Context: an optimization exercise on an open-source flow, tuned for a short achievable clock period and few clock cycles. The choices shown serve that exercise and are no tape-out recipe. The RTL was checked by simulation tests, not by an equivalence proof against the original design. Power is estimated from default activity; no workload was simulated.

===== flow/design.v =====
module image_thresholder (
    input  wire        clk,
    input  wire        rst,           
    input  wire        cmd_valid,
    output wire        cmd_ready,
    input  wire [31:0] cmd_data,
    input  wire [7:0]  rd_idx,
    output reg  [31:0] rd_data,
    output wire        out_valid,
    input  wire        out_ready,
    output wire [7:0]  out_data,
    output wire        out_last
);
    localparam BUF_BYTES = 256;
    localparam NAME_MAX  = 16;
    localparam [2:0] S_IDLE  = 3'd0;
    localparam [2:0] S_LOAD  = 3'd1;
    localparam [2:0] S_EMIT  = 3'd2;
    localparam [2:0] S_DONE  = 3'd3;
    localparam [2:0] S_ERROR = 3'd4;
    localparam [3:0] ERR_DIM      = 4'd1;
    localparam [3:0] ERR_CAPACITY = 4'd2;
    localparam [3:0] ERR_OVERRUN  = 4'd3;
    localparam [3:0] ERR_UNDERRUN = 4'd4;
    localparam [3:0] ERR_SEQUENCE = 4'd5;
    localparam [3:0] ERR_OPCODE   = 4'd6;
    localparam [3:0] ERR_RESERVED = 4'd7;
    localparam [3:0] ERR_NAME     = 4'd8;
    localparam [7:0] OP_NOP    = 8'h00;
    localparam [7:0] OP_SETW   = 8'h01;
    localparam [7:0] OP_SETH   = 8'h02;
    localparam [7:0] OP_SETF   = 8'h03;
    localparam [7:0] OP_NCLR   = 8'h04;
    localparam [7:0] OP_NBYTE  = 8'h05;
    localparam [7:0] OP_START  = 8'h08;
    localparam [7:0] OP_PIXEL  = 8'h09;
    localparam [7:0] OP_THRESH = 8'h0A;
    localparam [7:0] OP_FINISH = 8'h0B;
    localparam [7:0] OP_ABORT  = 8'h0F;
    localparam [2:0] P_MARK = 3'd0;
    localparam [2:0] P_NAME = 3'd1;
    localparam [2:0] P_C1   = 3'd2;
    localparam [2:0] P_BL   = 3'd3;
    localparam [2:0] P_C2   = 3'd4;
    localparam [2:0] P_RS   = 3'd5;
    localparam [2:0] P_C3   = 3'd6;
    localparam [2:0] P_PAY  = 3'd7;
    reg [2:0]  state;
    reg [3:0]  err;
    reg [23:0] width;
    reg [23:0] height;
    reg        flag_inv;
    reg        flag_lb;
    reg [4:0]  name_len;         
    reg [8:0]  row_stride;       
    reg [8:0]  byte_length;      
    reg [10:0] cur_x;            
    reg [8:0]  cur_y;            
    reg [8:0]  thresh_result;
    reg [9:0]  out_count;        
    reg [7:0]  buffer [0:BUF_BYTES-1];
    reg [7:0]  name   [0:NAME_MAX-1];
    wire [7:0]  op    = cmd_data[31:24];
    wire [23:0] imm   = cmd_data[23:0];
    reg op_known;
    reg op_resv_bits;
    always @(*) begin
        op_known     = 1'b1;
        op_resv_bits = 1'b0;
        case (op)
            OP_NOP, OP_NCLR, OP_START, OP_FINISH, OP_ABORT: op_resv_bits = (imm != 24'd0);
            OP_SETF:                                        op_resv_bits = (imm[23:2] != 22'd0);
            OP_NBYTE:                                       op_resv_bits = (imm[23:8] != 16'd0);
            OP_SETW, OP_SETH, OP_PIXEL, OP_THRESH:          op_resv_bits = 1'b0;
            default:                                        op_known = 1'b0;
        endcase
    end
    wire st_cfg   = (state == S_IDLE) || (state == S_DONE) || (state == S_ERROR);
    wire st_load  = (state == S_LOAD);
    wire st_error = (state == S_ERROR);
    reg op_legal;
    always @(*) begin
        case (op)
            OP_NOP, OP_THRESH, OP_ABORT:                            op_legal = 1'b1;
            OP_SETW, OP_SETH, OP_SETF, OP_NCLR, OP_NBYTE, OP_START: op_legal = st_cfg;
            OP_PIXEL, OP_FINISH:                                    op_legal = st_load;
            default:                                                op_legal = 1'b0;
        endcase
    end
    reg        start_pend;       
    reg [1:0]  thr_busy;         
    reg [1:0]  dims_age;         
    assign cmd_ready = (state != S_EMIT) && !start_pend && (thr_busy == 2'd0);
    wire   cmd_fire  = cmd_valid && cmd_ready;
    wire   cmd_ok    = cmd_fire && op_known && !op_resv_bits && op_legal;
    wire [21:0] w_rs_full = width[23:3] + {20'd0, (width[2:0] != 3'd0)};
    reg  [8:0]  da_rs;
    reg  [8:0]  da_h;
    reg         da_big;
    reg         da_zero;
    always @(posedge clk) begin
        da_rs   <= w_rs_full[8:0];
        da_h    <= height[8:0];
        da_big  <= (w_rs_full > 22'd256) || (height > 24'd256);
        da_zero <= (width == 24'd0) || (height == 24'd0);
    end
    wire [17:0] da_bl = da_h * da_rs;
    reg  [8:0]  db_rs;
    reg  [8:0]  db_bl;
    reg         db_fits;
    reg         db_zero;
    always @(posedge clk) begin
        db_rs   <= da_rs;
        db_bl   <= da_bl[8:0];
        db_fits <= !da_big && (da_bl <= 18'd256);
        db_zero <= da_zero;
    end
    wire dims_ok = (dims_age == 2'd2);
    reg  x_last;
    reg  y_full;
    wire w_is1     = (width == 24'd1);
    wire x_next_ls = ({13'd0, cur_x} + 24'd2 == width);
    wire y_next_fl = ({15'd0, cur_y} + 24'd1 == height);
    reg        p1_v;
    reg [23:0] p1_rgb;
    reg [2:0]  p1_pos;
    reg        p1_flush;
    reg [7:0]  pack;
    reg [7:0]  wq;               
    reg        p2_we;
    reg [7:0]  p2_addr;
    reg [7:0]  gd [0:15];        
    wire [9:0] p1_sum   = {2'b00, p1_rgb[23:16]} + {2'b00, p1_rgb[15:8]} + {2'b00, p1_rgb[7:0]};
    wire       p1_bit   = (p1_sum >= 10'd381) ^ flag_inv;
    wire [7:0] p1_merge = pack | ({7'd0, p1_bit} << (3'd7 - p1_pos));
    reg [23:0] thr_rgb;
    reg [9:0]  thr_sum;
    wire [9:0] thr_gray = thr_sum / 10'd3;
    reg        out_v;
    reg [7:0]  out_r;
    reg        out_l;
    assign out_valid = out_v;
    assign out_data  = out_r;
    assign out_last  = out_l;
    wire   out_fire  = out_v && out_ready;
    reg [2:0]  g_phase;
    reg [4:0]  g_idx;
    reg [7:0]  g_addr;
    reg        g_nib;
    reg        g_lf;
    reg [8:0]  g_col;
    reg [7:0]  g_pb;             
    reg [7:0]  rptr;
    reg [7:0]  s1 [0:15];        
    wire [7:0] rq = s1[rptr[7:4]];
    integer gi;
    always @(posedge clk)
        for (gi = 0; gi < 16; gi = gi + 1)
            s1[gi] <= buffer[{gi[3:0], rptr[3:0]}];
    reg [1:0]  bl_h, rs_h;
    reg [6:0]  bl_r, rs_r;
    reg [3:0]  bl_t, bl_o, rs_t, rs_o;
    reg [1:0]  bl_nd, rs_nd;
    always @(posedge clk) begin
        bl_h  <= (byte_length >= 9'd200) ? 2'd2 : (byte_length >= 9'd100) ? 2'd1 : 2'd0;
        bl_r  <= (byte_length >= 9'd200) ? byte_length - 9'd200 :
                 (byte_length >= 9'd100) ? byte_length - 9'd100 : byte_length;
        rs_h  <= (row_stride >= 9'd200) ? 2'd2 : (row_stride >= 9'd100) ? 2'd1 : 2'd0;
        rs_r  <= (row_stride >= 9'd200) ? row_stride - 9'd200 :
                 (row_stride >= 9'd100) ? row_stride - 9'd100 : row_stride;
        bl_t  <= bl_r / 7'd10;
        bl_o  <= bl_r % 7'd10;
        rs_t  <= rs_r / 7'd10;
        rs_o  <= rs_r % 7'd10;
        bl_nd <= (bl_h != 2'd0) ? 2'd3 : (bl_r >= 7'd10) ? 2'd2 : 2'd1;
        rs_nd <= (rs_h != 2'd0) ? 2'd3 : (rs_r >= 7'd10) ? 2'd2 : 2'd1;
    end
    reg [1:0] bl_h2, rs_h2;
    always @(posedge clk) begin
        bl_h2 <= bl_h;
        rs_h2 <= rs_h;
    end
    wire [3:0] g_nibv = g_nib ? g_pb[3:0] : g_pb[7:4];
    wire [7:0] g_hex  = (g_nibv < 4'd10) ? (8'h30 + {4'd0, g_nibv}) : (8'h37 + {4'd0, g_nibv});
    wire [3:0] bl_dig = (g_idx[1:0] == 2'd0) ? {2'd0, bl_h2} : (g_idx[1:0] == 2'd1) ? bl_t : bl_o;
    wire [3:0] rs_dig = (g_idx[1:0] == 2'd0) ? {2'd0, rs_h2} : (g_idx[1:0] == 2'd1) ? rs_t : rs_o;
    reg [7:0] g_byte;
    always @(*) begin
        case (g_phase)
            P_MARK:           g_byte = (g_idx[1:0] == 2'd1) ? 8'h44 : 8'h47;
            P_NAME:           g_byte = name[g_idx[3:0]];
            P_C1, P_C2, P_C3: g_byte = 8'h2C;
            P_BL:             g_byte = {4'h3, bl_dig};
            P_RS:             g_byte = {4'h3, rs_dig};
            default:          g_byte = g_lf ? 8'h0A : g_hex;
        endcase
    end
    wire g_last = (g_phase == P_PAY) && !g_lf && g_nib && ({1'b0, g_addr} == byte_length - 9'd1);
    wire [31:0] rd_q;
    wire [7:0] v0 = {err, 1'b0, state};
    wire [23:0] v1 = width;
    wire [23:0] v2 = height;
    wire [1:0] v3 = {flag_lb, flag_inv};
    wire [4:0] v4 = name_len;
    wire [8:0] v5 = row_stride;
    wire [8:0] v6 = byte_length;
    wire [10:0] v7 = cur_x;
    wire [8:0] v8 = cur_y;
    wire [8:0] v9 = thresh_result;
    wire [9:0] v10 = out_count;
    wire [1:0] rd_hzn;
    wire [13:0] rd_sel0;
    image_thresholder_rddec u_rddec0 (.idx(rd_idx[3:0]), .sel(rd_sel0));
    wire [13:0] rd_sel1;
    image_thresholder_rddec u_rddec1 (.idx(rd_idx[3:0]), .sel(rd_sel1));
    wire [13:0] rd_sel2;
    image_thresholder_rddec u_rddec2 (.idx(rd_idx[3:0]), .sel(rd_sel2));
    wire [13:0] rd_sel3;
    image_thresholder_rddec u_rddec3 (.idx(rd_idx[3:0]), .sel(rd_sel3));
    image_thresholder_rdhzn u_rdhzn0 (.idx(rd_idx[7:4]), .hzn(rd_hzn[0]));
    image_thresholder_rdhzn u_rdhzn1 (.idx(rd_idx[7:4]), .hzn(rd_hzn[1]));
    wire rd_x0_0;
    image_thresholder_aoi222 u_rd_x0_0 (.a1(rd_sel0[0]), .b1(v0[0]), .a2(rd_sel0[1]), .b2(v1[0]), .a3(rd_sel0[2]), .b3(v2[0]), .y(rd_x0_0));
    wire rd_x0_1;
    image_thresholder_aoi222 u_rd_x0_1 (.a1(rd_sel0[3]), .b1(v3[0]), .a2(rd_sel0[4]), .b2(v4[0]), .a3(rd_sel0[5]), .b3(v5[0]), .y(rd_x0_1));
    wire rd_x0_2;
    image_thresholder_aoi222 u_rd_x0_2 (.a1(rd_sel0[6]), .b1(v6[0]), .a2(rd_sel0[7]), .b2(v7[0]), .a3(rd_sel0[8]), .b3(v8[0]), .y(rd_x0_2));
    wire rd_x0_3;
    image_thresholder_aoi222 u_rd_x0_3 (.a1(rd_sel0[9]), .b1(v9[0]), .a2(rd_sel0[10]), .b2(v10[0]), .a3(1'b0), .b3(1'b0), .y(rd_x0_3));
    image_thresholder_aoi41 u_rd_q0 (.a(rd_x0_0), .b(rd_x0_1), .c(rd_x0_2), .d(rd_x0_3), .e(rd_hzn[0]), .y(rd_q[0]));
    wire rd_x1_0;
    image_thresholder_aoi222 u_rd_x1_0 (.a1(rd_sel0[0]), .b1(v0[1]), .a2(rd_sel0[1]), .b2(v1[1]), .a3(rd_sel0[2]), .b3(v2[1]), .y(rd_x1_0));
    wire rd_x1_1;
    image_thresholder_aoi222 u_rd_x1_1 (.a1(rd_sel0[3]), .b1(v3[1]), .a2(rd_sel0[4]), .b2(v4[1]), .a3(rd_sel0[5]), .b3(v5[1]), .y(rd_x1_1));
    wire rd_x1_2;
    image_thresholder_aoi222 u_rd_x1_2 (.a1(rd_sel0[6]), .b1(v6[1]), .a2(rd_sel0[7]), .b2(v7[1]), .a3(rd_sel0[8]), .b3(v8[1]), .y(rd_x1_2));
    wire rd_x1_3;
    image_thresholder_aoi222 u_rd_x1_3 (.a1(rd_sel0[9]), .b1(v9[1]), .a2(rd_sel0[10]), .b2(v10[1]), .a3(1'b0), .b3(1'b0), .y(rd_x1_3));
    image_thresholder_aoi41 u_rd_q1 (.a(rd_x1_0), .b(rd_x1_1), .c(rd_x1_2), .d(rd_x1_3), .e(rd_hzn[0]), .y(rd_q[1]));
    wire rd_x2_0;
    image_thresholder_aoi222 u_rd_x2_0 (.a1(rd_sel0[0]), .b1(v0[2]), .a2(rd_sel0[1]), .b2(v1[2]), .a3(rd_sel0[2]), .b3(v2[2]), .y(rd_x2_0));
    wire rd_x2_1;
    image_thresholder_aoi222 u_rd_x2_1 (.a1(rd_sel0[4]), .b1(v4[2]), .a2(rd_sel0[5]), .b2(v5[2]), .a3(rd_sel0[6]), .b3(v6[2]), .y(rd_x2_1));
    wire rd_x2_2;
    image_thresholder_aoi222 u_rd_x2_2 (.a1(rd_sel0[7]), .b1(v7[2]), .a2(rd_sel0[8]), .b2(v8[2]), .a3(rd_sel0[9]), .b3(v9[2]), .y(rd_x2_2));
    wire rd_x2_3;
    image_thresholder_aoi222 u_rd_x2_3 (.a1(rd_sel0[10]), .b1(v10[2]), .a2(1'b0), .b2(1'b0), .a3(1'b0), .b3(1'b0), .y(rd_x2_3));
    image_thresholder_aoi41 u_rd_q2 (.a(rd_x2_0), .b(rd_x2_1), .c(rd_x2_2), .d(rd_x2_3), .e(rd_hzn[0]), .y(rd_q[2]));
    wire rd_x3_0;
    image_thresholder_aoi222 u_rd_x3_0 (.a1(rd_sel0[1]), .b1(v1[3]), .a2(rd_sel0[2]), .b2(v2[3]), .a3(rd_sel0[4]), .b3(v4[3]), .y(rd_x3_0));
    wire rd_x3_1;
    image_thresholder_aoi222 u_rd_x3_1 (.a1(rd_sel0[5]), .b1(v5[3]), .a2(rd_sel0[6]), .b2(v6[3]), .a3(rd_sel0[7]), .b3(v7[3]), .y(rd_x3_1));
    wire rd_x3_2;
    image_thresholder_aoi222 u_rd_x3_2 (.a1(rd_sel0[8]), .b1(v8[3]), .a2(rd_sel0[9]), .b2(v9[3]), .a3(rd_sel0[10]), .b3(v10[3]), .y(rd_x3_2));
    image_thresholder_aoi41 u_rd_q3 (.a(rd_x3_0), .b(rd_x3_1), .c(rd_x3_2), .d(1'b1), .e(rd_hzn[0]), .y(rd_q[3]));
    wire rd_x4_0;
    image_thresholder_aoi222 u_rd_x4_0 (.a1(rd_sel0[0]), .b1(v0[4]), .a2(rd_sel0[1]), .b2(v1[4]), .a3(rd_sel0[2]), .b3(v2[4]), .y(rd_x4_0));
    wire rd_x4_1;
    image_thresholder_aoi222 u_rd_x4_1 (.a1(rd_sel0[4]), .b1(v4[4]), .a2(rd_sel0[5]), .b2(v5[4]), .a3(rd_sel0[6]), .b3(v6[4]), .y(rd_x4_1));
    wire rd_x4_2;
    image_thresholder_aoi222 u_rd_x4_2 (.a1(rd_sel0[7]), .b1(v7[4]), .a2(rd_sel0[8]), .b2(v8[4]), .a3(rd_sel0[9]), .b3(v9[4]), .y(rd_x4_2));
    wire rd_x4_3;
    image_thresholder_aoi222 u_rd_x4_3 (.a1(rd_sel0[10]), .b1(v10[4]), .a2(rd_sel0[13]), .b2(1'b1), .a3(1'b0), .b3(1'b0), .y(rd_x4_3));
    image_thresholder_aoi41 u_rd_q4 (.a(rd_x4_0), .b(rd_x4_1), .c(rd_x4_2), .d(rd_x4_3), .e(rd_hzn[0]), .y(rd_q[4]));
    wire rd_x5_0;
    image_thresholder_aoi222 u_rd_x5_0 (.a1(rd_sel0[0]), .b1(v0[5]), .a2(rd_sel0[1]), .b2(v1[5]), .a3(rd_sel0[2]), .b3(v2[5]), .y(rd_x5_0));
    wire rd_x5_1;
    image_thresholder_aoi222 u_rd_x5_1 (.a1(rd_sel0[5]), .b1(v5[5]), .a2(rd_sel0[6]), .b2(v6[5]), .a3(rd_sel0[7]), .b3(v7[5]), .y(rd_x5_1));
    wire rd_x5_2;
    image_thresholder_aoi222 u_rd_x5_2 (.a1(rd_sel0[8]), .b1(v8[5]), .a2(rd_sel0[9]), .b2(v9[5]), .a3(rd_sel0[10]), .b3(v10[5]), .y(rd_x5_2));
    image_thresholder_aoi41 u_rd_q5 (.a(rd_x5_0), .b(rd_x5_1), .c(rd_x5_2), .d(1'b1), .e(rd_hzn[0]), .y(rd_q[5]));
    wire rd_x6_0;
    image_thresholder_aoi222 u_rd_x6_0 (.a1(rd_sel1[0]), .b1(v0[6]), .a2(rd_sel1[1]), .b2(v1[6]), .a3(rd_sel1[2]), .b3(v2[6]), .y(rd_x6_0));
    wire rd_x6_1;
    image_thresholder_aoi222 u_rd_x6_1 (.a1(rd_sel1[5]), .b1(v5[6]), .a2(rd_sel1[6]), .b2(v6[6]), .a3(rd_sel1[7]), .b3(v7[6]), .y(rd_x6_1));
    wire rd_x6_2;
    image_thresholder_aoi222 u_rd_x6_2 (.a1(rd_sel1[8]), .b1(v8[6]), .a2(rd_sel1[9]), .b2(v9[6]), .a3(rd_sel1[10]), .b3(v10[6]), .y(rd_x6_2));
    image_thresholder_aoi41 u_rd_q6 (.a(rd_x6_0), .b(rd_x6_1), .c(rd_x6_2), .d(1'b1), .e(rd_hzn[0]), .y(rd_q[6]));
    wire rd_x7_0;
    image_thresholder_aoi222 u_rd_x7_0 (.a1(rd_sel1[0]), .b1(v0[7]), .a2(rd_sel1[1]), .b2(v1[7]), .a3(rd_sel1[2]), .b3(v2[7]), .y(rd_x7_0));
    wire rd_x7_1;
    image_thresholder_aoi222 u_rd_x7_1 (.a1(rd_sel1[5]), .b1(v5[7]), .a2(rd_sel1[6]), .b2(v6[7]), .a3(rd_sel1[7]), .b3(v7[7]), .y(rd_x7_1));
    wire rd_x7_2;
    image_thresholder_aoi222 u_rd_x7_2 (.a1(rd_sel1[8]), .b1(v8[7]), .a2(rd_sel1[9]), .b2(v9[7]), .a3(rd_sel1[10]), .b3(v10[7]), .y(rd_x7_2));
    image_thresholder_aoi41 u_rd_q7 (.a(rd_x7_0), .b(rd_x7_1), .c(rd_x7_2), .d(1'b1), .e(rd_hzn[0]), .y(rd_q[7]));
    wire rd_x8_0;
    image_thresholder_aoi222 u_rd_x8_0 (.a1(rd_sel1[1]), .b1(v1[8]), .a2(rd_sel1[2]), .b2(v2[8]), .a3(rd_sel1[5]), .b3(v5[8]), .y(rd_x8_0));
    wire rd_x8_1;
    image_thresholder_aoi222 u_rd_x8_1 (.a1(rd_sel1[6]), .b1(v6[8]), .a2(rd_sel1[7]), .b2(v7[8]), .a3(rd_sel1[8]), .b3(v8[8]), .y(rd_x8_1));
    wire rd_x8_2;
    image_thresholder_aoi222 u_rd_x8_2 (.a1(rd_sel1[9]), .b1(v9[8]), .a2(rd_sel1[10]), .b2(v10[8]), .a3(rd_sel1[12]), .b3(1'b1), .y(rd_x8_2));
    image_thresholder_aoi41 u_rd_q8 (.a(rd_x8_0), .b(rd_x8_1), .c(rd_x8_2), .d(1'b1), .e(rd_hzn[0]), .y(rd_q[8]));
    wire rd_x9_0;
    image_thresholder_aoi222 u_rd_x9_0 (.a1(rd_sel1[1]), .b1(v1[9]), .a2(rd_sel1[2]), .b2(v2[9]), .a3(rd_sel1[7]), .b3(v7[9]), .y(rd_x9_0));
    wire rd_x9_1;
    image_thresholder_aoi222 u_rd_x9_1 (.a1(rd_sel1[10]), .b1(v10[9]), .a2(1'b0), .b2(1'b0), .a3(1'b0), .b3(1'b0), .y(rd_x9_1));
    image_thresholder_aoi41 u_rd_q9 (.a(rd_x9_0), .b(rd_x9_1), .c(1'b1), .d(1'b1), .e(rd_hzn[0]), .y(rd_q[9]));
    wire rd_x10_0;
    image_thresholder_aoi222 u_rd_x10_0 (.a1(rd_sel1[1]), .b1(v1[10]), .a2(rd_sel1[2]), .b2(v2[10]), .a3(rd_sel1[7]), .b3(v7[10]), .y(rd_x10_0));
    image_thresholder_aoi41 u_rd_q10 (.a(rd_x10_0), .b(1'b1), .c(1'b1), .d(1'b1), .e(rd_hzn[0]), .y(rd_q[10]));
    wire rd_x11_0;
    image_thresholder_aoi222 u_rd_x11_0 (.a1(rd_sel1[1]), .b1(v1[11]), .a2(rd_sel1[2]), .b2(v2[11]), .a3(1'b0), .b3(1'b0), .y(rd_x11_0));
    image_thresholder_aoi41 u_rd_q11 (.a(rd_x11_0), .b(1'b1), .c(1'b1), .d(1'b1), .e(rd_hzn[0]), .y(rd_q[11]));
    wire rd_x12_0;
    image_thresholder_aoi222 u_rd_x12_0 (.a1(rd_sel2[1]), .b1(v1[12]), .a2(rd_sel2[2]), .b2(v2[12]), .a3(1'b0), .b3(1'b0), .y(rd_x12_0));
    image_thresholder_aoi41 u_rd_q12 (.a(rd_x12_0), .b(1'b1), .c(1'b1), .d(1'b1), .e(rd_hzn[1]), .y(rd_q[12]));
    wire rd_x13_0;
    image_thresholder_aoi222 u_rd_x13_0 (.a1(rd_sel2[1]), .b1(v1[13]), .a2(rd_sel2[2]), .b2(v2[13]), .a3(1'b0), .b3(1'b0), .y(rd_x13_0));
    image_thresholder_aoi41 u_rd_q13 (.a(rd_x13_0), .b(1'b1), .c(1'b1), .d(1'b1), .e(rd_hzn[1]), .y(rd_q[13]));
    wire rd_x14_0;
    image_thresholder_aoi222 u_rd_x14_0 (.a1(rd_sel2[1]), .b1(v1[14]), .a2(rd_sel2[2]), .b2(v2[14]), .a3(1'b0), .b3(1'b0), .y(rd_x14_0));
    image_thresholder_aoi41 u_rd_q14 (.a(rd_x14_0), .b(1'b1), .c(1'b1), .d(1'b1), .e(rd_hzn[1]), .y(rd_q[14]));
    wire rd_x15_0;
    image_thresholder_aoi222 u_rd_x15_0 (.a1(rd_sel2[1]), .b1(v1[15]), .a2(rd_sel2[2]), .b2(v2[15]), .a3(1'b0), .b3(1'b0), .y(rd_x15_0));
    image_thresholder_aoi41 u_rd_q15 (.a(rd_x15_0), .b(1'b1), .c(1'b1), .d(1'b1), .e(rd_hzn[1]), .y(rd_q[15]));
    wire rd_x16_0;
    image_thresholder_aoi222 u_rd_x16_0 (.a1(rd_sel2[1]), .b1(v1[16]), .a2(rd_sel2[2]), .b2(v2[16]), .a3(1'b0), .b3(1'b0), .y(rd_x16_0));
    image_thresholder_aoi41 u_rd_q16 (.a(rd_x16_0), .b(1'b1), .c(1'b1), .d(1'b1), .e(rd_hzn[1]), .y(rd_q[16]));
    wire rd_x17_0;
    image_thresholder_aoi222 u_rd_x17_0 (.a1(rd_sel2[1]), .b1(v1[17]), .a2(rd_sel2[2]), .b2(v2[17]), .a3(1'b0), .b3(1'b0), .y(rd_x17_0));
    image_thresholder_aoi41 u_rd_q17 (.a(rd_x17_0), .b(1'b1), .c(1'b1), .d(1'b1), .e(rd_hzn[1]), .y(rd_q[17]));
    wire rd_x18_0;
    image_thresholder_aoi222 u_rd_x18_0 (.a1(rd_sel3[1]), .b1(v1[18]), .a2(rd_sel3[2]), .b2(v2[18]), .a3(1'b0), .b3(1'b0), .y(rd_x18_0));
    image_thresholder_aoi41 u_rd_q18 (.a(rd_x18_0), .b(1'b1), .c(1'b1), .d(1'b1), .e(rd_hzn[1]), .y(rd_q[18]));
    wire rd_x19_0;
    image_thresholder_aoi222 u_rd_x19_0 (.a1(rd_sel3[1]), .b1(v1[19]), .a2(rd_sel3[2]), .b2(v2[19]), .a3(1'b0), .b3(1'b0), .y(rd_x19_0));
    image_thresholder_aoi41 u_rd_q19 (.a(rd_x19_0), .b(1'b1), .c(1'b1), .d(1'b1), .e(rd_hzn[1]), .y(rd_q[19]));
    wire rd_x20_0;
    image_thresholder_aoi222 u_rd_x20_0 (.a1(rd_sel3[1]), .b1(v1[20]), .a2(rd_sel3[2]), .b2(v2[20]), .a3(1'b0), .b3(1'b0), .y(rd_x20_0));
    image_thresholder_aoi41 u_rd_q20 (.a(rd_x20_0), .b(1'b1), .c(1'b1), .d(1'b1), .e(rd_hzn[1]), .y(rd_q[20]));
    wire rd_x21_0;
    image_thresholder_aoi222 u_rd_x21_0 (.a1(rd_sel3[1]), .b1(v1[21]), .a2(rd_sel3[2]), .b2(v2[21]), .a3(1'b0), .b3(1'b0), .y(rd_x21_0));
    image_thresholder_aoi41 u_rd_q21 (.a(rd_x21_0), .b(1'b1), .c(1'b1), .d(1'b1), .e(rd_hzn[1]), .y(rd_q[21]));
    wire rd_x22_0;
    image_thresholder_aoi222 u_rd_x22_0 (.a1(rd_sel3[1]), .b1(v1[22]), .a2(rd_sel3[2]), .b2(v2[22]), .a3(1'b0), .b3(1'b0), .y(rd_x22_0));
    image_thresholder_aoi41 u_rd_q22 (.a(rd_x22_0), .b(1'b1), .c(1'b1), .d(1'b1), .e(rd_hzn[1]), .y(rd_q[22]));
    wire rd_x23_0;
    image_thresholder_aoi222 u_rd_x23_0 (.a1(rd_sel3[1]), .b1(v1[23]), .a2(rd_sel3[2]), .b2(v2[23]), .a3(1'b0), .b3(1'b0), .y(rd_x23_0));
    image_thresholder_aoi41 u_rd_q23 (.a(rd_x23_0), .b(1'b1), .c(1'b1), .d(1'b1), .e(rd_hzn[1]), .y(rd_q[23]));
    assign rd_q[31:24] = 8'd0;
    always @(*) rd_data = rd_q;
    wire start_go = (start_pend || (cmd_ok && op == OP_START)) && dims_ok;
    always @(posedge clk) begin
        if (rst) begin
            state         <= S_IDLE;
            err           <= 4'd0;
            width         <= 24'd0;
            height        <= 24'd0;
            flag_inv      <= 1'b0;
            flag_lb       <= 1'b0;
            name_len      <= 5'd0;
            row_stride    <= 9'd0;
            byte_length   <= 9'd0;
            cur_x         <= 11'd0;
            cur_y         <= 9'd0;
            thresh_result <= 9'd0;
            out_count     <= 10'd0;
            start_pend    <= 1'b0;
            thr_busy      <= 2'd0;
            dims_age      <= 2'd0;
            p1_v          <= 1'b0;
            p2_we         <= 1'b0;
            out_v         <= 1'b0;
            out_l         <= 1'b0;
        end else begin
            if (dims_age != 2'd2)
                dims_age <= dims_age + 2'd1;
            if (thr_busy == 2'd1) begin
                thr_sum  <= {2'b00, thr_rgb[23:16]} + {2'b00, thr_rgb[15:8]} + {2'b00, thr_rgb[7:0]};
                thr_busy <= 2'd2;
            end else if (thr_busy == 2'd2) begin
                thresh_result <= {(thr_sum >= 10'd381), thr_gray[7:0]};
                thr_busy      <= 2'd0;
            end
            p1_v  <= 1'b0;
            p2_we <= 1'b0;
            if (p1_v) begin
                if (p1_flush) begin
                    pack    <= 8'h00;
                    p2_we   <= 1'b1;
                    p2_addr <= wq;
                    wq      <= wq + 8'd1;
                end else begin
                    pack    <= p1_merge;
                end
            end
            if (out_fire) begin
                out_count <= out_count + 10'd1;
                if (out_l) begin
                    out_v <= 1'b0;
                    out_l <= 1'b0;
                    state <= S_DONE;
                end else begin
                    out_r <= g_byte;
                    out_l <= g_last;
                    case (g_phase)
                        P_MARK: begin
                            if (g_idx[1:0] == 2'd2) begin
                                g_idx   <= 5'd0;
                                g_phase <= (name_len == 5'd0) ? P_C1 : P_NAME;
                            end else begin
                                g_idx <= g_idx + 5'd1;
                            end
                        end
                        P_NAME: begin
                            if (g_idx == name_len - 5'd1) begin
                                g_idx   <= 5'd0;
                                g_phase <= P_C1;
                            end else begin
                                g_idx <= g_idx + 5'd1;
                            end
                        end
                        P_C1: begin
                            g_phase <= P_BL;
                            g_idx   <= {3'd0, 2'd3 - bl_nd};
                        end
                        P_BL: begin
                            if (g_idx[1:0] == 2'd2) g_phase <= P_C2;
                            g_idx <= g_idx + 5'd1;
                        end
                        P_C2: begin
                            g_phase <= P_RS;
                            g_idx   <= {3'd0, 2'd3 - rs_nd};
                        end
                        P_RS: begin
                            if (g_idx[1:0] == 2'd2) g_phase <= P_C3;
                            g_idx <= g_idx + 5'd1;
                        end
                        P_C3: begin
                            g_phase <= P_PAY;
                            g_addr  <= 8'd0;
                            g_nib   <= 1'b0;
                            g_col   <= 9'd0;
                            g_lf    <= flag_lb;
                            g_pb    <= rq;
                            rptr    <= 8'd1;
                        end
                        default: begin
                            if (g_lf) begin
                                g_lf <= 1'b0;
                            end else if (!g_nib) begin
                                g_nib <= 1'b1;
                            end else begin
                                g_nib  <= 1'b0;
                                g_addr <= g_addr + 8'd1;
                                g_pb   <= rq;
                                rptr   <= rptr + 8'd1;
                                if (g_col == row_stride - 9'd1) begin
                                    g_col <= 9'd0;
                                    g_lf  <= flag_lb;
                                end else begin
                                    g_col <= g_col + 9'd1;
                                end
                            end
                        end
                    endcase
                end
            end
            if (cmd_fire) begin
                if (!op_known) begin
                    if (!st_error) begin state <= S_ERROR; err <= ERR_OPCODE; end
                end else if (op_resv_bits) begin
                    if (!st_error) begin state <= S_ERROR; err <= ERR_RESERVED; end
                end else if (!op_legal) begin
                    if (!st_error) begin state <= S_ERROR; err <= ERR_SEQUENCE; end
                end else begin
                    case (op)
                        OP_SETW: begin
                            width    <= imm;
                            dims_age <= 2'd0;
                        end
                        OP_SETH: begin
                            height   <= imm;
                            dims_age <= 2'd0;
                        end
                        OP_SETF: begin
                            flag_inv <= imm[0];
                            flag_lb  <= imm[1];
                        end
                        OP_NCLR: name_len <= 5'd0;
                        OP_NBYTE: begin
                            if (name_len[4]) begin
                                if (!st_error) begin state <= S_ERROR; err <= ERR_NAME; end
                            end else begin
                                name_len <= name_len + 5'd1;
                            end
                        end
                        OP_START: begin
                            if (!dims_ok)
                                start_pend <= 1'b1;
                        end
                        OP_PIXEL: begin
                            if (y_full) begin
                                state <= S_ERROR;
                                err   <= ERR_OVERRUN;
                            end else begin
                                p1_v     <= 1'b1;
                                if (x_last) begin
                                    cur_x  <= 11'd0;
                                    cur_y  <= cur_y + 9'd1;
                                    x_last <= w_is1;
                                    y_full <= y_next_fl;
                                end else begin
                                    cur_x  <= cur_x + 11'd1;
                                    x_last <= x_next_ls;
                                end
                            end
                        end
                        OP_THRESH: thr_busy <= 2'd1;
                        OP_FINISH: begin
                            if (!y_full) begin
                                state <= S_ERROR;
                                err   <= ERR_UNDERRUN;
                            end else begin
                                state     <= S_EMIT;
                                out_count <= 10'd0;
                                out_v     <= 1'b1;
                                out_r     <= 8'h7E;
                                out_l     <= 1'b0;
                                g_phase   <= P_MARK;
                                g_idx     <= 5'd1;
                                rptr      <= 8'd0;
                            end
                        end
                        OP_ABORT: begin
                            state <= S_IDLE;
                            err   <= 4'd0;
                        end
                        default: ;
                    endcase
                end
            end
            if (start_go) begin
                start_pend <= 1'b0;
                if (db_zero) begin
                    state <= S_ERROR;
                    err   <= ERR_DIM;
                end else if (!db_fits) begin
                    state <= S_ERROR;
                    err   <= ERR_CAPACITY;
                end else begin
                    state       <= S_LOAD;
                    err         <= 4'd0;
                    row_stride  <= db_rs;
                    byte_length <= db_bl;
                    cur_x       <= 11'd0;
                    cur_y       <= 9'd0;
                    x_last      <= w_is1;
                    y_full      <= 1'b0;
                    out_count   <= 10'd0;
                    pack        <= 8'h00;
                    p1_v        <= 1'b0;
                    p2_we       <= 1'b0;
                    wq          <= 8'd0;
                end
            end
        end
    end
    always @(posedge clk) begin
        if (!rst && p1_v && p1_flush)
            gd[wq[7:4]] <= p1_merge;
    end
    always @(posedge clk) begin
        if (!rst && p2_we)
            buffer[p2_addr] <= gd[p2_addr[7:4]];
    end
    always @(posedge clk) begin
        if (!name_len[4])
            name[name_len[3:0]] <= imm[7:0];
    end
    always @(posedge clk) begin
        p1_rgb   <= imm;
        p1_pos   <= cur_x[2:0];
        p1_flush <= (cur_x[2:0] == 3'd7) || x_last;
        if (thr_busy == 2'd0)
            thr_rgb <= imm;
    end
endmodule
module image_thresholder_rddec (
    input  wire [3:0]  idx,
    output wire [13:0] sel
);
    genvar k;
    generate
        for (k = 0; k < 14; k = k + 1) begin : g_sel
            assign sel[k] = (idx == k);
        end
    endgenerate
endmodule
module image_thresholder_rdhzn (
    input  wire [3:0] idx,
    output wire       hzn
);
    assign hzn = |idx;
endmodule
module image_thresholder_aoi222 (
    input  wire a1, b1, a2, b2, a3, b3,
    output wire y
);
    assign y = ~((a1 & b1) | (a2 & b2) | (a3 & b3));
endmodule
module image_thresholder_aoi41 (
    input  wire a, b, c, d, e,
    output wire y
);
    assign y = ~((a & b & c & d) | e);
endmodule

===== flow/flow/run.sh =====
#!/bin/bash
set -e
MARGIN=6.5
{
  echo "export SETUP_SLACK_MARGIN = $MARGIN"
  echo "export TNS_END_PERCENT = 100"
} >> config.mk
bash standard.sh > standard.log 2>&1

===== flow/standard.sh =====
#!/bin/bash
# synth_recipe.tcl (not shown) runs the flow's synth.tcl, then flattens the netlist and writes it again
# the make line also repeats each setting of config.mk as NAME=value (left out here)
make -C /OpenROAD-flow-scripts/flow DESIGN_CONFIG=/design/flow/config.mk WORK_HOME=/design/flow/orfs CLKGATE_MAP_FILE= SYNTH_SCRIPT=/design/flow/synth_recipe.tcl "${@:-finish}"

===== flow/config.mk =====
export PLATFORM = sky130hd
export DESIGN_NAME = image_thresholder
export DESIGN_NICKNAME = image_thresholder
export VERILOG_FILES = /design/flow/design.v
export SDC_FILE = /design/flow/constraint.sdc
export NUM_CORES = 4
export LEC_CHECK = 0
export ABC_CLOCK_PERIOD_IN_PS = 100
export CAP_MARGIN = 20
export CORE_MARGIN = 2
export CORE_UTILIZATION = 40
export SLEW_MARGIN = 20
export SYNTH_HIERARCHICAL = 1
export SETUP_SLACK_MARGIN = 6.5
export TNS_END_PERCENT = 100

===== flow/constraint.sdc =====
create_clock -name core_clock -period 12.0 [get_ports {clk}]
set_input_delay 2.4000 -clock core_clock [delete_from_list [all_inputs] [get_ports {clk}]]
set_output_delay 2.4000 -clock core_clock [all_outputs]
set_load 0.01 [all_outputs]

==> metrics list, run 1 <==
- For this run, global-route usage on met1 was measured as 0.268.
- Vert. Die Dim: 537 um
- Worst Hold Depth: 0
- Htree depth: 5
- RSZ-0062 raised after global routing: true
- Clock latency on the worst-skew pair, taken at its later pin, is 0.87 ns.
- The first detailed-routing pass ran for 9 iterations.
* Worst Setup Slack post-DPL: 4.76 ns
- Number of non-filler instances in the completed layout: 10500
- First-pass GRT wire length: 413000 um
- TritonCTS clock tree: yes
* Number of antenna-violating nets in the routed design: 0
- Number of vias in the routed layout: 59300
* GR met3 Demand/Resource: 0.0281
* Final design instance area without fill: 129000 sq um
- Critical path required time: 9.60 ns
* Buffer depth of the longest clock path: 4
- CTS hold repair buffers: 0
- Pwr per Cell Area: 158 nW/um^2
- For this block, the routed nets add up to 282000 um of wire.
- Buffers placed on the I/O ports in this run total 78.
- STA classifies the critical path startpoint as an input pin.
* Highest attainable clock frequency: 0.159 GHz
- CTS buffer count: 292
- The initial antenna violation count came to 8.
* Die ar.: 288000 sq um
* Clock transition at path regs: 0.06 ns
- The path class of the tightest hold or removal check is register to register.
- Data on the critical path arrives at its endpoint at 3.89 ns.
* Via count of the first global-routing pass: 59400
- Synthesis handed over a netlist of 6236 instances.
- The run finished with no timing, DRC or antenna violations.
* Cell depth of the worst flop-to-flop path: 17
- Most common cell after layout, fill and taps aside: sky130_fd_sc_hd__edfxtp_1
- Worst setup margin: 5.71 ns
- Initial drt markers: 6471
- Width of the chip: 537 um
* Worst-case clock skew: 0.0872 ns
- Layout Utilization: 0.456
* Combined area of all synthesized cells: 114000 sq um
* Remaining DRCs: 0
* Worst max-slew margin expressed relative to the limit: 0.220
- The top cell types in the final layout, fill and taps aside, are 2415 x sky130_fd_sc_hd__edfxtp_1, 714 x sky130_fd_sc_hd__mux4_2, 523 x sky130_fd_sc_hd__nor2_1, 372 x sky130_fd_sc_hd__dfxtp_1, 304 x sky130_fd_sc_hd__clkbuf_16.
- The layer flagged by global routing as most heavily used is met2.
- Synthesis-to-layout area growth: 13.4%
- Initial core utilization: 0.402
* Count of max-cap constraint violations: 0
* Type of the worst setup path: input pin to primary output
- Yosys printed 8 warnings.
- Vias per inst: 5.67
- Setup violators final: 0
- Once placement completed, the tool counted placed cells totaling 9905.
- Worst-margin pin slew: 1.17 ns
- Remaining global-route overflow: 0
- Static leakage: 41.4 nW
- Hold is met by 0.327 ns.
* Standard-cell rows: 195
- Placed instance area: 119000 sq um
- In the final design database the tool counted 6709 nets.
- Dpl hpwl: 172000 um
- Entering global routing, the biggest net connects 134 pins.
- The layout has 23800 filler cells.
- Ratio of cells with drive above 1 in the final layout: 0.215
* Met2 usage: 0.322
- WL/cell: 26.9 um
- The cell sitting at the root of the clock tree is a sky130_fd_sc_hd__clkbuf_16.
- Total global-route track usage: 0.194
- The count of pins over their slew limit is 0.
- Overall power after layout: 20.3 mW
- A synthesized cell averages 18.2 sq um.
* TritonCTS sink count: 2789
* Fraction of the cycle the final worst path needs: 0.524
- Along the worst path, the maximum fanout reaches 6.
* Core outline area: 282000 sq um
- Endpoint class of the critical path: primary output
* Final hold viol count: 0
* Shortest clock period the worst path allows after layout: 6.29 ns
- Across the VDD grid, the largest voltage drop is 118 uV.
* Global placer's final weighted congestion: 0.891
- Adding up every negative setup slack in the final design gives 0 ns.
* Top-level I/O count: 87
state kept, by name, indices dropped and copies added (netlist names), 10 cells and up, named ones only:
signal / cells
cur_x: 11
thr_sum: 10
s1: 128
out_count: 10
thr_rgb: 24
p1_rgb: 24
buffer: 2048
name: 128
gd: 128
width: 24
height: 24
cell type report:
type	instances	area (sq um)	area share
antenna	4	10.0	0.0000777
clock buffer	395	8100	0.0629
clock inverter	119	1280	0.00994
inverter	144	541	0.00420
multi-input combinational	3050	32000	0.249
sequential	2789	80000	0.621
tap	3743	4680	0.0364
timing repair buffer	228	2180	0.0169
repair_timing:
action / CTS / global route
pin swaps: 69 / 21
endpoints found under the setup margin: 155 / 118
resized for setup: 188 / 9
setup buffers: 35 / 5
cloned: 8 / 0
per-layer routing:
layer / share of wire / wire (um) / vias to the layer above
met5: 0 / 0 / -
met4: 0.028 / 7980 / 0
met3: 0.064 / 18100 / 433
met2: 0.49 / 138000 / 2147
met1: 0.42 / 118000 / 31400
li1: - / - / 25400
power by group:
group / switching (mW) / internal [mW] / total, mW
logic: 0.428 / 0.368 / 0.796
registers: 0.0689 / 10.5 / 10.5
clock network: 3.67 / 5.29 / 8.96
worst max-delay path: stages:
cell and delay [ns]:
sky130_fd_sc_hd__buf_12 0.10, sky130_fd_sc_hd__buf_12 0.12, sky130_fd_sc_hd__buf_8 0.12, sky130_fd_sc_hd__nor4b_4 0.04, sky130_fd_sc_hd__buf_4 0.15, sky130_fd_sc_hd__a222oi_1 0.52, sky130_fd_sc_hd__a41oi_4 0.24, sky130_fd_sc_hd__buf_6 0.18
path summary, 6_finish.rpt:
check	start	slack (ns)	end
setup / recovery	rd_idx[3]	5.71	rd_data[1]
hold / removal	bl_h[0]	0.33	bl_h2[0]
setup reg to reg	da_rs[2]	6.88	db_fits
hold reg to reg	bl_h[0]	0.33	bl_h2[0]
Testbench counts, summed over its fixed seeds: cycles 107,009.
==> run 2: changes to the inputs <==
==> flow/flow/run.sh (replaced) <==
#!/bin/bash
set -e
MARGIN=7.5
{
  echo "export SETUP_SLACK_MARGIN = $MARGIN"
  echo "export TNS_END_PERCENT = 100"
} >> config.mk
bash standard.sh > standard.log 2>&1
--- a/flow/config.mk
+++ b/flow/config.mk
@@ -11,5 +11,5 @@
 export CORE_UTILIZATION = 40
 export SLEW_MARGIN = 20
 export SYNTH_HIERARCHICAL = 1
-export SETUP_SLACK_MARGIN = 6.5
+export SETUP_SLACK_MARGIN = 7.5
 export TNS_END_PERCENT = 100
==> metrics list, run 2 <==
* Worst-case clock skew: 0.0710 ns (was 0.0872 ns)
- The number of flip-flops in the largest register is 2048 (unchanged).
- Standard-cell rows: 195 (unchanged)
- The initial antenna violation count is 5 (was 8).
- Launch instance of the worst register-to-register path: da_h[5] (was da_rs[2])
* Mean instance size in the synthesized netlist: 18.2 sq um (unchanged)
- The met3 global-route usage is 0.0279 (was 0.0281).
- The maximum resistive drop on vdd is 139 uV (was 118 uV).
* Capture point of the worst path: rd_data[6] (was rd_data[1])
- Vias per inst: 5.67 (about the same)
- Most frequent cells in the layout: 2415 x sky130_fd_sc_hd__edfxtp_1, 714 x sky130_fd_sc_hd__mux4_2, 509 x sky130_fd_sc_hd__nor2_1, 352 x sky130_fd_sc_hd__dfxtp_1, 304 x sky130_fd_sc_hd__clkbuf_16 (was 2415 x sky130_fd_sc_hd__edfxtp_1, 714 x sky130_fd_sc_hd__mux4_2, 523 x sky130_fd_sc_hd__nor2_1, 372 x sky130_fd_sc_hd__dfxtp_1, 304 x sky130_fd_sc_hd__clkbuf_16)
* Ratio of cells with drive above 1 in the final layout: 0.239 (was 0.215)
- Post-detailed-routing wire length: 284000 um (was 282000 um)
- The DRC violation count after routing is 0 (unchanged).
- The number of buffers added to fix hold violations after cts was 0 (unchanged).
- Vert. Die Dim: 537 um (unchanged)
- The portion of total power attributed to sequential cells was 0.517 (was 0.519).
- Largest net degree at the start of global routing: 189 (was 134)
* Number of vias in the routed layout: 59500 (was 59300)
- The combined global-route utilization of all metal layers came to 0.194 (about the same).
- The number of cells produced by synthesis came to 6236 (unchanged).
* Width of the chip: 537 um (unchanged)
- Endpoint class of the critical path: primary output (unchanged)
- The peak clock frequency supported by timing came to 0.158 GHz (was 0.159 GHz).
* Worst max-slew margin expressed relative to the limit: 0.208 (was 0.220)
- The weighted congestion reported at the end of routability-driven placement came to 0.878 (was 0.891).
- Dpl hpwl: 174000 um (was 172000 um)
* Layout Utilization: 0.460 (was 0.456)
- Chain of cells forming the critical path: buf_12, buf_16, buf_8, and4bb_1, a222oi_1, a41oi_2, buf_2 (was buf_12, buf_12, buf_8, nor4b_4, buf_4, a222oi_1, a41oi_4, buf_6).
- The number of input and output port buffers inserted came to 78 (unchanged).
- Clock insertion delay at the later pin of the skew report: 0.87 ns (about the same)
* TritonCTS clock tree: yes (unchanged)
- Launching element type of the critical path: input pin (unchanged)
- Die ar.: 288000 sq um (unchanged)
* Shortest clock period the worst path allows after layout: 6.32 ns (was 6.29 ns)
- Core outline area: 282000 sq um (unchanged)
* Initial core utilization: 0.402 (unchanged)
- Delay of the slowest cell on the worst path: 0.55 ns (was 0.52 ns)
* Sw Share: 0.206 (was 0.205)
* First-pass DRT Iterations: 8 (was 9)
- The residual overflow from global routing came to 0 (unchanged).
- Most common cell after layout, fill and taps aside: sky130_fd_sc_hd__edfxtp_1 (unchanged)
- The critical-path cell with the highest stage delay was sky130_fd_sc_hd__a222oi_1 (unchanged).
- Final nets: 6735 (was 6709)
- Worst reg-to-reg setup slack: 7.58 ns (was 6.88 ns)
- The area added between synthesis and finish was 14.4% (was 13.4%).
- The fraction of met1 tracks used by global routing was 0.271 (was 0.268).
- The met2 usage is 0.315 (was 0.322).
* Net Sw Power: 4.19 mW (was 4.17 mW)
- The leakage power of the design was 42.0 nW (was 41.4 nW).
- Initial drt markers: 6832 (was 6471)
* Worst-margin pin slew: 1.18 ns (was 1.17 ns)
* Internal Power: 16.2 mW (was 16.1 mW)
- The deepest clock path buffer count came to 4 (unchanged).
* Via count of the first global-routing pass: 59500 (was 59400)
- Fraction of the cycle the final worst path needs: 0.527 (was 0.524)
* Count of max-cap constraint violations: 0 (unchanged)
* Capture point of the worst reg-to-reg path: db_fits (unchanged)
- Setup total negative slack: 0 ns (unchanged)
* Data arrival time at the worst-slack endpoint: 3.92 ns (was 3.89 ns)
- TritonCTS sink count: 2789 (unchanged)
- The data required time of the worst path was 9.60 ns (about the same).
- Setup violators final: 0 (unchanged)
- The logic depth of the worst register-to-register path was 18 (was 17).
* CTS buffer count: 291 (was 292)
- The CTS root buffer was sky130_fd_sc_hd__clkbuf_16 (unchanged).
* Register with the most flip-flops: buffer (unchanged)
- The classification of the worst setup path is input pin to primary output (unchanged).
- The count of antenna-violating nets left after detailed routing was 0 (unchanged).
- The synthesized cell area was 114000 sq um (unchanged).
- Clock transition at path regs: 0.06 ns (about the same)
* WL/cell: 27.0 um (was 26.9 um)
* Syn. warnings: 8 (unchanged)
- RSZ-0062 raised after global routing: true (unchanged)
- Worst Hold Class: register to register (unchanged)
* Top-level I/O count: 87 (unchanged)
* Top Usage Layer GRT: met2 (unchanged)
- The relative contribution of combinational cells to total power came to 0.041 (was 0.039).
- Run status: finished clean (unchanged).
* Max Transition Viols Final: 0 (unchanged)
- Clock network fraction of total power: 0.442 (was 0.441)
- Maximum fanout along the worst path: 7 (was 6)
- First-pass GRT wire length: 413000 um (about the same)
- The number of hold-slack violations in the final timing report is 0 (unchanged).
* Critical Path Start: rd_idx[0] (was rd_idx[3])
- The power per standard cell area was 157 nW/um^2 (was 158 nW/um^2).
* Worst hold slack across all endpoints: 0.328 ns (was 0.327 ns)
* Htree depth: 5 (unchanged)
## run 2: worst min-delay path by stage
stage | startpoint | end | cells past startpoint
floorplan | da_zero | db_zero | 0
global placement | da_zero | db_zero | 0
detailed placement | da_zero | db_zero | 0
CTS | da_zero | db_zero | 0
global route | da_zero | db_zero | 0
finish | da_zero | db_zero | 0
## run 2: critical path: cells and delay by family
family	cells	cell delay [ns]
AOI/OAI and AO/OA	2	0.75
buffers and inverters	4	0.54
and+or+nand+nor	1	0.23
## run 2: final cells by class
cell class / count / area, sq um
multi-input cells: 3050 / 32600
repair buffers: 255 / 2510
diodes: 9 / 22.5
well taps: 3743 / 4680
fillers: 23700 / 152000
flip-flops and latches: 2789 / 80100
clock inverters: 130 / 1380
clock buffers: 387 / 8110
inverters: 144 / 543
## run 2: per-layer routing
metal  wire length, um  share of wire
met1            118000           0.42
met2            137000           0.48
met3             18700          0.066
met4              9640          0.034
met5                13       0.000046
## run 2: what timing repair did
item,in CTS,in global routing
setup buffers,48,29
pin swaps,83,75
gates cloned,6,3
setup endpoints to repair,347,337
gates resized for setup,284,107
## run 2: per-stage QoR
step                      total power [mW]  instances  instance area [sq um]  setup WS, ns
after floorplan                       11.2       6333                 114000          6.29
after global placement                11.5       9892                 119000          4.84
after detailed placement              11.5       9893                 119000          4.77
after CTS                             20.5      10500                 129000          5.73
after global routing                  20.9      10500                 130000          5.63
final                                 20.4      10500                 130000          5.68
## run 2: power groups by stage
stage          Combinational [mW]  Clock, mW  Sequential [mW]
2_1_floorplan               0.543          0             10.7
3_3_place_gp                0.787          0             10.8
5_1_grt                     0.882       9.52             10.5
4_1_cts                     0.825       9.16             10.5
6_report                    0.832       9.01             10.5
3_5_place_dp                0.795          0             10.8

-- re-timing with driven ports --
No port has a modelled driver above. Below, the same layouts with a new extraction and two added sets of constraints. Step 1 sets driving cells, clkbuf_16 on the clock port and buf_2 on the other inputs (assumed; they add their load-dependent delay and slew). Step 2, shift: input delay + t, output delay - t, t = (earliest + latest rising clock arrival at the registers) / 2. This alone moves slack from input paths to output paths. Slacks: ideal ports / drivers / drivers and shift; pairs: ideal ports / drivers.
run | t (ns) | slack for setup (ns) | worst slew at a driven data input, ns | cell pins on the clock port's net
run 1 | 0.914 | 5.709 / 5.637 / 5.637 | 0.11 | 1
run 2 | 0.910 | 5.676 / 5.608 / 5.608 | 0.15 | 1
After both steps setup and hold are still met in every run listed. The setup slack of run 1, which loses most, moves by -0.072 ns with the drivers and by -0.072 ns with both steps.
